This is an optimization exercise on Yosys and OpenROAD, whose aim is small area, not a production implementation. The RTL was checked by simulation tests, not by an equivalence proof against the original design. Power and IR drop assume default switching activity.

==> v23: inputs <==
// kr_block
module kr_block (
    input  wire        clk,
    input  wire        rst_n,
    output wire [6:0]  row_n,
    input  wire [7:0]  col_n,
    input  wire        hs_valid,
    input  wire [31:0] hs_data,
    output wire [23:0] scan_status,
    output wire        svc_req,
    input  wire        svc_done,
    output wire        tx_req,
    output wire [7:0]  tx_p0,
    output wire [7:0]  tx_p1,
    output wire [7:0]  tx_p2,
    output wire [7:0]  tx_p3,
    input  wire        tx_done,
    input  wire        tx_ok,
    output wire        diag_valid,
    output wire [1:0]  diag_code,
    output wire [7:0]  diag_byte,
    output wire [23:0] tx_status
);
Settings: LEC_CHECK=0, CAP_MARGIN=20, CORE_MARGIN=2, CORE_UTILIZATION=40, SLEW_MARGIN=20; clock period 25.0 ns.
run.sh (not shown) runs the stock make flow with config.mk's settings and CLKGATE_MAP_FILE= SYNTH_SCRIPT=/design/flow/synth_recipe.tcl, a recipe that flattens the netlist after the stock synthesis.
==> v19: changes against v23 <==
--- a/flow/design.v
+++ b/flow/design.v
@@ -26,54 +26,62 @@
     reg [2:0]  row;
     reg [2:0]  col;
     reg [25:0] acc;      
     reg [12:0] sq;       
     reg        first;    
     reg        frac;     
     reg [48:0] snap;
+    reg        fresh;    
     reg        cs1, cs2;  
     always @(posedge clk) begin
         cs1 <= col_n[col];
         cs2 <= cs1;
     end
     wire       in_settle = (sphase == SETTLE);
     wire       in_sample = (sphase == SAMPLE);
     wire [5:0] raw       = {row, col};
     wire       is_key    = (raw >= 6'd4) && (raw <= 6'd52);
     wire       pressed   = ~cs2;
-    wire       edge_seen = is_key && (pressed != snap[0]);
-    wire [25:0] acc_sub  = acc - {12'd0, first ? STEP : 14'd1};
-    wire        borrow   = (acc < {12'd0, STEP}) ;
+    wire       snap_cur  = snap[0] && !fresh;
+    wire       edge_seen = is_key && (pressed != snap_cur);
+    localparam [12:0] SEED = 13'h0001;
+    function [12:0] lfsr_fwd(input [12:0] v);
+        lfsr_fwd = {v[11:0], v[12] ^ v[3] ^ v[2] ^ v[0]};
+    endfunction
+    function [12:0] lfsr_back(input [12:0] v);
+        lfsr_back = {v[0] ^ v[4] ^ v[3] ^ v[1], v[12:1]};
+    endfunction
+    wire [25:0] acc_sub  = acc - {12'd0, STEP};
     wire        last     = (acc < {12'd0, STEP}) || (!frac && acc == {12'd0, STEP});
-    wire        cnt_done = acc[13];
+    wire        cnt_done = (acc[12:0] == lfsr_back(SEED));
     always @(posedge clk) begin
         if (sphase == WAIT_HS) begin
             acc   <= hs_data[31:6];
             frac  <= |hs_data[5:0];
-            sq    <= 13'd0;
+            sq    <= SEED;
             first <= 1'b1;
         end else if ((sphase == STROBE || in_sample) && !first) begin
-            acc[13:0] <= {1'b0, sq};
+            acc[12:0] <= sq;
         end else if (in_settle) begin
             if (first) begin
-                sq <= sq + 13'd1;
+                sq <= lfsr_fwd(sq);
                 if (last) begin
                     first     <= 1'b0;
-                    acc[13:0] <= 14'd0;
+                    acc[12:0] <= SEED;
                 end else
                     acc <= acc_sub;
             end else
-                acc <= acc_sub;
+                acc[12:0] <= lfsr_back(acc[12:0]);
         end
     end
     always @(posedge clk) begin
         if (!rst_n) begin
             sphase <= WAIT_HS;
             row    <= 3'd0;
-            snap   <= 49'd0;
+            fresh  <= 1'b1;
         end else begin
             case (sphase)
                 WAIT_HS: begin
                     if (hs_valid)
                         sphase <= (hs_data == 32'd0) ? HALT_INIT : STROBE;
                 end
                 STROBE: begin
@@ -81,33 +89,36 @@
                     sphase <= SETTLE;
                 end
                 SETTLE: begin
                     if (!first && cnt_done)
                         sphase <= SAMPLE;
                 end
                 SAMPLE: begin
-                    if (is_key)
-                        snap <= {pressed, snap[48:1]};
                     if (edge_seen && wfull)
                         sphase <= HALT_OVF;
                     else if (col == 3'd7)
                         sphase <= RELEASE;
                     else begin
                         col    <= col + 3'd1;
                         sphase <= SETTLE;
                     end
                 end
                 RELEASE: begin
+                    if (row == 3'd6)
+                        fresh <= 1'b0;
                     row    <= (row == 3'd6) ? 3'd0 : row + 3'd1;
                     sphase <= STROBE;
                 end
                 default: ;
             endcase
         end
     end
+    always @(posedge clk)
+        if (in_sample && is_key)
+            snap <= {pressed, snap[48:1]};
     wire strobing = (sphase == SETTLE) || in_sample || (sphase == RELEASE);
     assign row_n     = strobing ? ~(7'd1 << row) : 7'h7f;
     assign push      = in_sample && edge_seen && !wfull;
     assign push_pos  = raw;
     assign hs_done   = (sphase != WAIT_HS);
     assign halted    = (sphase == HALT_OVF) || (sphase == HALT_INIT);
     assign fatal     = {sphase == HALT_INIT, sphase == HALT_OVF};
@@ -137,26 +148,36 @@
     reg [5:0] hreg;
     reg       hreg_v;
     reg [7:0] n;
     reg       p1, p2, q2;
     integer i;
     wire       wr    = (pend_v || push) && (wplace[1:0] == 2'd0);
     wire [5:0] wdata = pend_v ? pend : push_pos;
+    wire [3:0] ws_hi = {4{wr}} & (4'd1 << wplace[6:5]);
+    wire [7:0] ws_lo = 8'd1 << wplace[4:2];
     always @(posedge clk) begin
         for (i = 0; i < 128; i = i + 1)
-            if (i % 4 == 0 && wr && wplace[6:2] == i / 4)
+            if (i % 4 == 0 && ws_hi[i / 32] && ws_lo[(i / 4) % 8])
                 ring[i] <= wdata;
             else
                 ring[i] <= ring[(i + 127) % 128];
     end
     always @(posedge clk)
         if (push)
             pend <= push_pos;
     wire [6:0] rnext   = rplace + {6'd0, !pop};
-    wire [5:0] rd_data = ring[{rnext[6:2], 2'b00}];
+    wire [3:0]  rs_hi = 4'd1 << rnext[6:5];
+    wire [7:0]  rs_lo = 8'd1 << rnext[4:2];
+    reg  [5:0]  rd_data;
+    integer k;
+    always @(*) begin
+        rd_data = 6'd0;
+        for (k = 0; k < 32; k = k + 1)
+            rd_data = rd_data | (ring[4 * k] & {6{rs_hi[k / 8] & rs_lo[k % 8]}});
+    end
     wire       at_w    = (rnext == wplace);    
     always @(posedge clk) begin
         if (!hreg_v || pop) begin
             if (at_w) begin
                 hreg <= wdata;
             end else begin
                 hreg <= rd_data;
@@ -221,15 +242,24 @@
     localparam [1:0] SERVICE = 2'd0,
                      PEEK    = 2'd1,
                      ATTEMPT = 2'd2;
     reg [1:0]  tphase;
     reg        fail;
     reg [52:4] sent;     
     wire [5:0] pos   = diag_valid ? last : tx_req ? head : 6'd4;
-    wire       on    = ~sent[pos];
+    wire [7:0] row_sel = 8'd1 << pos[5:3];
+    wire [7:0] col_sel = 8'd1 << pos[2:0];
+    wire [52:4] sel;
+    genvar g;
+    generate
+        for (g = 4; g <= 52; g = g + 1) begin : g_sel
+            assign sel[g] = row_sel[g / 8] & col_sel[g % 8];
+        end
+    endgenerate
+    wire       on    = ~|(sent & sel);
     wire [5:0] key   = pos - 6'd4;
     always @(posedge clk) begin
         if (!rst_n) begin
             tphase     <= SERVICE;
             diag_valid <= 1'b0;
         end else begin
             diag_valid <= 1'b0;
@@ -245,16 +275,16 @@
     end
     always @(posedge clk)
         if (tx_req && tx_done)
             fail <= !tx_ok;
     always @(posedge clk) begin
         if (!rst_n)
             sent <= 49'd0;
-        else if (popped)
-            sent[pos] <= on;
+        else
+            sent <= sent ^ (sel & {49{popped}});
     end
     assign popped       = diag_valid && !fail;
     assign pop          = tx_req && tx_done && tx_ok;
     assign svc_req      = (tphase == SERVICE);
     assign tx_req       = (tphase == ATTEMPT);
     assign tx_p0        = {7'b0000100, on};
     assign tx_p1        = {3'b100, on, 4'h0};
- ABC_AREA: not set -> 1
- CORE_UTILIZATION: 40 -> 65
- CTS_BUF_LIST: not set -> sky130_fd_sc_hd__clkbuf_8
- CTS_CLUSTER_DIAMETER: not set -> 80
- CTS_CLUSTER_SIZE: not set -> 16
==> results.py <==
metrics = {
    "outcome": {
        "outcome": "finished clean",
    },
    "layout": {
        "inverters": 150,
        "num-nets-final": 3099,
        "buffers": 123,
    },
    "hold_path": {
        "holdPathEnd": "u_queue.ring[83][5]",
    },
    "pwr": {
        "cellPowerDensity_nw_per_um2": 89.1,
        "p_int_mw": 2.08,
    },
    "synth": {
        "synth-simple-area-share": 0.174,
        "synthMuxAreaShare": 0,
    },
    "grt": {
        "grt_pass1_vias": 18700,
    },
}
-- figures above: v19

==> results.py <==
metrics = {
    "outcome": {
        "outcome": "finished clean",
    },
    "grt": {
        "grt_use_met1": 0.306,
        "grt_max_degree": 64,
        "grt_pass1_vias": 20500,
    },
    "layout": {
        "inverters": 62,
        "buffers": 160,
        "num-nets-final": 3202,
    },
    "hold_path": {
        "holdPathEnd": "u_queue.ring[62][3]",
    },
    "pwr": {
        "cellPowerDensity_nw_per_um2": 101,
    },
    "job": {
        "max-cap-violations": 0,
    },
    "synth": {
        "synth-simple-area-share": 0.132,
    },
    "clocking": {
        "post-cts-setup-buffers": 0,
    },
    "setup_path": {
        "crit_chain": "clkdlybuf4s50_1, inv_1, nor2_1, nand2_1, ha_1, ha_1, buf_4, nand3_2, or3_1, nand2_1, nor4_1, a22o_1, or4_1, nor4_1, o31a_1, ha_1, nor4_4, and3_1, nor4_4, nor3_4, buf_4, nand2_1, clkdlybuf4s50_1",
    },
}
-- figures above: v23

-- afterwards: timing with drivers on the ports --
The results above use ideal ports. As a check the final layouts listed here were re-extracted and re-timed, cells and wires unchanged. Step 1: set_driving_cell puts a clkbuf_16 on clk and a buf_2 on each other input, an assumption about the parent block. Step 2 adds t to the input delays and takes it off the output delays; t is the mean of the earliest and latest rising clock arrival at the registers after step 1. Input paths then give back, and output paths get back, about the clock's delay inside the block. Slacks: ideal / step 1 / step 2; pairs: ideal / step 1.
run	t, ns	setup WS [ns]	worst hold slack (ns)	latest minus earliest clock arrival (ns)	slew at the worst register clock pin (ns)
v23	0.706	7.117 / 7.095 / 7.095	0.309 / 0.309 / 0.309	0.028 / 0.027	0.08 / 0.08
v19	0.730	9.597 / 9.572 / 9.572	0.310 / 0.310 / 0.310	0.049 / 0.049	0.12 / 0.12
After both steps setup and hold are still met in every run listed. The setup slack of v19, which loses most, moves by -0.025 ns with the drivers and by -0.025 ns with both steps.
